What follows belongs to an exercise in optimizing a design on an open flow for small area; a production flow would make more cautious choices. Only simulation tests tie the RTL to the original design; equivalence was not proved.

Design stc_osc_core, start of the top module:
module stc_osc_core (
    input  wire        clk,
    input  wire        rst,
    input  wire [1:0]  cmd,
    input  wire [63:0] ciw,
    output wire [15:0] sample_out,
    output wire        status
);
    localparam [1:0] CMD_CTRL  = 2'b01;
    localparam [1:0] CMD_AUDIO = 2'b10;
    localparam [1:0] CMD_RESET = 2'b11;
    reg        fm_q;          
    reg        act_q;         
    reg [23:0] inc_q;         
    reg [9:0]  depth_q;       
    reg [34:0] par_q;         
    reg [23:0] pw_q;          
    reg [23:0] pc_q;          
    reg [29:0] pm_q;          
    reg [15:0] sample_q;
    assign sample_out = sample_q;
    assign status     = fm_q;
    wire is_ctrl  = (cmd == CMD_CTRL);
    wire is_audio = (cmd == CMD_AUDIO);
    wire do_rst   = rst || (cmd == CMD_RESET);
    wire [9:0] pitch = ciw[9:0];
    wire [9:0] voct  = ciw[19:10];
    wire [9:0] k2    = ciw[29:20];
    wire [9:0] cv1   = ciw[39:30];
    wire [9:0] k3    = ciw[49:40];
    wire [9:0] cv2   = ciw[59:50];
    wire       sw    = ciw[60];
    wire [9:0]  base_freq = 10'd32 + {1'b0, pitch[9:1]};
    wire [15:0] voct_factor;
    stc_voct_rom u_voct (.idx(voct), .data(voct_factor));
    wire [10:0] depth_sum = k3 + cv2;
    wire [9:0]  depth_new = (depth_sum > 11'd1013) ? 10'd1013 : depth_sum[9:0];
    wire [10:0] wave_sum_raw = k2 + cv1;
    wire [9:0]  wave_sum     = wave_sum_raw[10] ? 10'd1023 : wave_sum_raw[9:0];
    wire [3:0]  tsel_upper   = wave_sum[9:6];
    wire        upper_nz     = (tsel_upper != 4'd0);
  ...
Size: roughly 170 flip-flops.
Settings: LEC_CHECK=0, ABC_AREA=1, CAP_MARGIN=20, CORE_MARGIN=2, CORE_UTILIZATION=55, SLEW_MARGIN=20, SYNTH_MEMORY_MAX_BITS=65536; clock period 26.0 ns.
run.sh (not shown) runs the stock make flow with config.mk's settings and CLKGATE_MAP_FILE= SYNTH_SCRIPT=/design/flow/synth_recipe.tcl, a recipe that flattens the netlist after the stock synthesis.
The first run went through all stages and came out clean.
Then changed:
==> flow/flow/run.sh (new file) <==
#!/bin/bash
# Own layout flow: the standard synthesis, then an area-oriented re-mapping
# of the combinational logic (flip-flops, full and half adders kept as the
# standard synthesis made them, with their names), then the standard
# layout steps from floorplan to finish.
set -euo pipefail
WORK=$(pwd)
R=$WORK/orfs/results/$FLOW_PLATFORM/stc_osc_core/base
LIB=$FLOW_HOME/platforms/$FLOW_PLATFORM/lib/sky130_fd_sc_hd__tt_025C_1v80.lib
YOSYS=$(dirname "$FLOW_HOME")/tools/install/yosys/bin/yosys
command -v yosys >/dev/null 2>&1 && YOSYS=$(command -v yosys)

bash standard.sh synth > "$WORK/synth.log" 2>&1

cp "$R/1_2_yosys.v" "$WORK/standard_synth.v"
cat > "$WORK/remap.abc" <<EOS
strash
dch
map -a
topo
EOS
cat > "$WORK/remap.ys" <<EOS
read_liberty -ignore_miss_func $LIB
setattr -mod -set blackbox 1 sky130_fd_sc_hd__dfxtp_1 sky130_fd_sc_hd__edfxtp_1 sky130_fd_sc_hd__fa_1 sky130_fd_sc_hd__ha_1
read_verilog $WORK/standard_synth.v
hierarchy -top $FLOW_TOP
flatten
rename -hide w:*.*
opt_clean -purge
abc -liberty $LIB -script $WORK/remap.abc -dont_use *lpflow* -dont_use *probe*
setundef -zero
splitnets
opt_clean -purge
hilomap -singleton -hicell sky130_fd_sc_hd__conb_1 HI -locell sky130_fd_sc_hd__conb_1 LO
insbuf -buf sky130_fd_sc_hd__buf_4 A X
check
stat -liberty $LIB
write_verilog -noattr -noexpr -nohex -nodec $WORK/remapped.v
EOS
"$YOSYS" -l "$WORK/remap.log" "$WORK/remap.ys" > /dev/null 2>&1
# every flip-flop of the standard synthesis must still be there, by name and cell
grep -E '^ *sky130_fd_sc_hd__e?dfxtp_1 ' "$WORK/standard_synth.v" | sort > "$WORK/ff_std.txt"
grep -E '^ *sky130_fd_sc_hd__e?dfxtp_1 ' "$WORK/remapped.v" | sort > "$WORK/ff_new.txt"
cmp "$WORK/ff_std.txt" "$WORK/ff_new.txt"

cp "$WORK/remapped.v" "$R/1_2_yosys.v"
rm -f "$R/1_synth.odb" "$R/1_synth.sdc"
touch "$R/1_2_yosys.v"
bash standard.sh > "$WORK/layout.log" 2>&1
test -f "$WORK/out/final.def"
==> flow/standard.sh (new file) <==
#!/bin/bash
# synth_recipe.tcl (not shown) runs the flow's synth.tcl, then flattens the netlist and writes it again
# the make line also repeats each setting of config.mk as NAME=value (left out here)
make -C /OpenROAD-flow-scripts/flow DESIGN_CONFIG=/design/flow/config.mk WORK_HOME=/design/flow/orfs CLKGATE_MAP_FILE= SYNTH_SCRIPT=/design/flow/synth_recipe.tcl "${@:-finish}"
CORE_UTILIZATION = 72   (was 55)
GPL_TIMING_DRIVEN = 0   (was unset)
removed: flow/run.sh
=> The changed run failed in global routing on GRT-0116. Synthesized area falls by about 6%. Synthesized cell count falls by 11%.

---

Starting RTL as in the previous note.
export LEC_CHECK = 0
export ABC_AREA = 1
export CAP_MARGIN = 12
export CORE_MARGIN = 2
export CORE_UTILIZATION = 65
export GPL_TIMING_DRIVEN = 0
export SLEW_MARGIN = 12
export SYNTH_MEMORY_MAX_BITS = 65536
create_clock -name core_clock -period 26.0 [get_ports {clk}]
standard.sh (not shown) runs the stock make flow with config.mk's settings and CLKGATE_MAP_FILE= SYNTH_SCRIPT=/design/flow/synth_recipe.tcl, a recipe that flattens the netlist after the stock synthesis.
==> flow/flow/run.sh <==
#!/bin/bash
# Own layout flow: the standard synthesis, then an area-oriented re-mapping
# of the combinational logic (flip-flops, full and half adders kept as the
# standard synthesis made them, with their names), then the standard
# layout steps from floorplan to finish.
set -euo pipefail
WORK=$(pwd)
R=$WORK/orfs/results/$FLOW_PLATFORM/stc_osc_core/base
LIB=$FLOW_HOME/platforms/$FLOW_PLATFORM/lib/sky130_fd_sc_hd__tt_025C_1v80.lib
YOSYS=$(dirname "$FLOW_HOME")/tools/install/yosys/bin/yosys
command -v yosys >/dev/null 2>&1 && YOSYS=$(command -v yosys)

bash standard.sh synth > "$WORK/synth.log" 2>&1

cp "$R/1_2_yosys.v" "$WORK/standard_synth.v"
cat > "$WORK/remap.abc" <<EOS
strash
dch
map -a
topo
EOS
cat > "$WORK/remap.ys" <<EOS
read_liberty -ignore_miss_func $LIB
setattr -mod -set blackbox 1 sky130_fd_sc_hd__dfxtp_1 sky130_fd_sc_hd__edfxtp_1 sky130_fd_sc_hd__fa_1 sky130_fd_sc_hd__ha_1
read_verilog $WORK/standard_synth.v
hierarchy -top $FLOW_TOP
flatten
rename -hide w:*.*
opt_clean -purge
abc -liberty $LIB -script $WORK/remap.abc -dont_use *lpflow* -dont_use *probe*
setundef -zero
splitnets
opt_clean -purge
hilomap -singleton -hicell sky130_fd_sc_hd__conb_1 HI -locell sky130_fd_sc_hd__conb_1 LO
insbuf -buf sky130_fd_sc_hd__buf_4 A X
check
stat -liberty $LIB
write_verilog -noattr -noexpr -nohex -nodec $WORK/remapped.v
EOS
"$YOSYS" -l "$WORK/remap.log" "$WORK/remap.ys" > /dev/null 2>&1
# every flip-flop of the standard synthesis must still be there, by name and cell
grep -E '^ *sky130_fd_sc_hd__e?dfxtp_1 ' "$WORK/standard_synth.v" | sort > "$WORK/ff_std.txt"
grep -E '^ *sky130_fd_sc_hd__e?dfxtp_1 ' "$WORK/remapped.v" | sort > "$WORK/ff_new.txt"
cmp "$WORK/ff_std.txt" "$WORK/ff_new.txt"

cp "$WORK/remapped.v" "$R/1_2_yosys.v"
rm -f "$R/1_synth.odb" "$R/1_synth.sdc"
touch "$R/1_2_yosys.v"
bash standard.sh > "$WORK/layout.log" 2>&1
test -f "$WORK/out/final.def"
Rerun with:
- CAP_MARGIN: 12 -> 20
- CORE_UTILIZATION: 65 -> 55
- SLEW_MARGIN: 12 -> 20
What happened:
- cell area went up by about 0.75%
- wire length went up by 0.93%
- synthesized cell count is unchanged
- die area went up by 18%
- maximum frequency went up by 0.58%
- cell count went up by 2.0%
- via count went down by 2.8%
- clock skew went up by 0.0092 ns
Rerun with:
==> flow/run.sh (new file) <==
#!/bin/bash
# synth_recipe.tcl (not shown) runs the flow's synth.tcl, then flattens the netlist and writes it again
# the make line also repeats each setting of config.mk as NAME=value (left out here)
make -C /OpenROAD-flow-scripts/flow DESIGN_CONFIG=/design/flow/config.mk WORK_HOME=/design/flow/orfs CLKGATE_MAP_FILE= SYNTH_SCRIPT=/design/flow/synth_recipe.tcl finish
- CORE_UTILIZATION: 55 -> 65
removed: flow/flow/run.sh
removed: flow/standard.sh
=> Utilization is higher by 8.3 points. Die area goes down by 9.5%. Via count went up by 15%. Worst setup slack gets worse by 0.31 ns.
Rerun with:
==> flow/flow/run.sh (new file) <==
#!/bin/bash
# Own layout flow: the standard synthesis, then an area-oriented re-mapping
# of the combinational logic (flip-flops, full and half adders kept as the
# standard synthesis made them, with their names), then the standard
# layout steps from floorplan to finish.
set -euo pipefail
WORK=$(pwd)
R=$WORK/orfs/results/$FLOW_PLATFORM/stc_osc_core/base
LIB=$FLOW_HOME/platforms/$FLOW_PLATFORM/lib/sky130_fd_sc_hd__tt_025C_1v80.lib
YOSYS=$(dirname "$FLOW_HOME")/tools/install/yosys/bin/yosys
command -v yosys >/dev/null 2>&1 && YOSYS=$(command -v yosys)

bash standard.sh synth > "$WORK/synth.log" 2>&1

cp "$R/1_2_yosys.v" "$WORK/standard_synth.v"
cat > "$WORK/remap.abc" <<EOS
strash
dch
map -a
topo
EOS
cat > "$WORK/remap.ys" <<EOS
read_liberty -ignore_miss_func $LIB
setattr -mod -set blackbox 1 sky130_fd_sc_hd__dfxtp_1 sky130_fd_sc_hd__edfxtp_1 sky130_fd_sc_hd__fa_1 sky130_fd_sc_hd__ha_1
read_verilog $WORK/standard_synth.v
hierarchy -top $FLOW_TOP
flatten
rename -hide w:*.*
opt_clean -purge
abc -liberty $LIB -script $WORK/remap.abc -dont_use *lpflow* -dont_use *probe*
setundef -zero
splitnets
opt_clean -purge
hilomap -singleton -hicell sky130_fd_sc_hd__conb_1 HI -locell sky130_fd_sc_hd__conb_1 LO
insbuf -buf sky130_fd_sc_hd__buf_4 A X
check
stat -liberty $LIB
write_verilog -noattr -noexpr -nohex -nodec $WORK/remapped.v
EOS
"$YOSYS" -l "$WORK/remap.log" "$WORK/remap.ys" > /dev/null 2>&1
# every flip-flop of the standard synthesis must still be there, by name and cell
grep -E '^ *sky130_fd_sc_hd__e?dfxtp_1 ' "$WORK/standard_synth.v" | sort > "$WORK/ff_std.txt"
grep -E '^ *sky130_fd_sc_hd__e?dfxtp_1 ' "$WORK/remapped.v" | sort > "$WORK/ff_new.txt"
cmp "$WORK/ff_std.txt" "$WORK/ff_new.txt"

cp "$WORK/remapped.v" "$R/1_2_yosys.v"
rm -f "$R/1_synth.odb" "$R/1_synth.sdc"
touch "$R/1_2_yosys.v"
bash standard.sh > "$WORK/layout.log" 2>&1
test -f "$WORK/out/final.def"
==> flow/standard.sh (new file) <==
#!/bin/bash
# synth_recipe.tcl (not shown) runs the flow's synth.tcl, then flattens the netlist and writes it again
# the make line also repeats each setting of config.mk as NAME=value (left out here)
make -C /OpenROAD-flow-scripts/flow DESIGN_CONFIG=/design/flow/config.mk WORK_HOME=/design/flow/orfs CLKGATE_MAP_FILE= SYNTH_SCRIPT=/design/flow/synth_recipe.tcl "${@:-finish}"
removed: flow/run.sh
Effect: Synthesized area shrinks by about 6%. Global-route usage shrinks by 5.1 points. Utilization went up by 2.8 points. Clock skew decreases by 0.011 ns. Routed wire length is lower by about 17%.
Rerun with:
==> flow/run.sh (new file) <==
#!/bin/bash
# synth_recipe.tcl (not shown) runs the flow's synth.tcl, then flattens the netlist and writes it again
# the make line also repeats each setting of config.mk as NAME=value (left out here)
make -C /OpenROAD-flow-scripts/flow DESIGN_CONFIG=/design/flow/config.mk WORK_HOME=/design/flow/orfs CLKGATE_MAP_FILE= SYNTH_SCRIPT=/design/flow/synth_recipe.tcl finish
- CORE_UTILIZATION: 65 -> 55
removed: flow/flow/run.sh
removed: flow/standard.sh
After rerunning:
- hold slack gains 0.013 ns
- area after synthesis came out higher by 6.8%
- cell area rose by 3.5%
- utilization goes down by 14 points
- global-route usage came out lower by 2.8 points
- wire length rose by 19%
- non-clock buffer count grows by 222
- sequential share of layout area went down by 0.33 points

## re-timing with driven ports
The flow's constraints put no driver on any port. The routed layouts listed below were extracted and timed again, unchanged, in two steps.
Step 1 assumes that a clkbuf_16 drives the clock port and a buf_2 every other input.
Step 2 times the ports against the registers' clock, not the clock port: input delays grow and output delays shrink by t, the midpoint of the rising clock arrivals with the driver on.
Three values: no drivers, after step 1, after step 2; two values: the first two.
run	t, ns	setup WS [ns]	clock arrival spread, ns	worst data-port slew with drivers (ns)
the first run of note 1	0.561	1.547 / 1.595 / 1.034	0.022 / 0.021	0.07
the first run of note 2	0.502	0.854 / 0.871 / 0.369	0.011 / 0.010	0.04
the second run of note 2	0.513	0.999 / 1.034 / 0.521	0.020 / 0.020	0.06
the third run of note 2	0.560	0.690 / 0.729 / 0.168	0.025 / 0.025	0.06
the fourth run of note 2	0.497	0.878 / 0.904 / 0.406	0.014 / 0.015	0.05
the fifth run of note 2	0.544	0.658 / 0.701 / 0.158	0.023 / 0.023	0.04
After both steps every run listed still meets setup and hold. For the third run of note 2, which loses most, drivers alone change the setup slack by +0.039 ns; drivers and shift together by -0.522 ns.
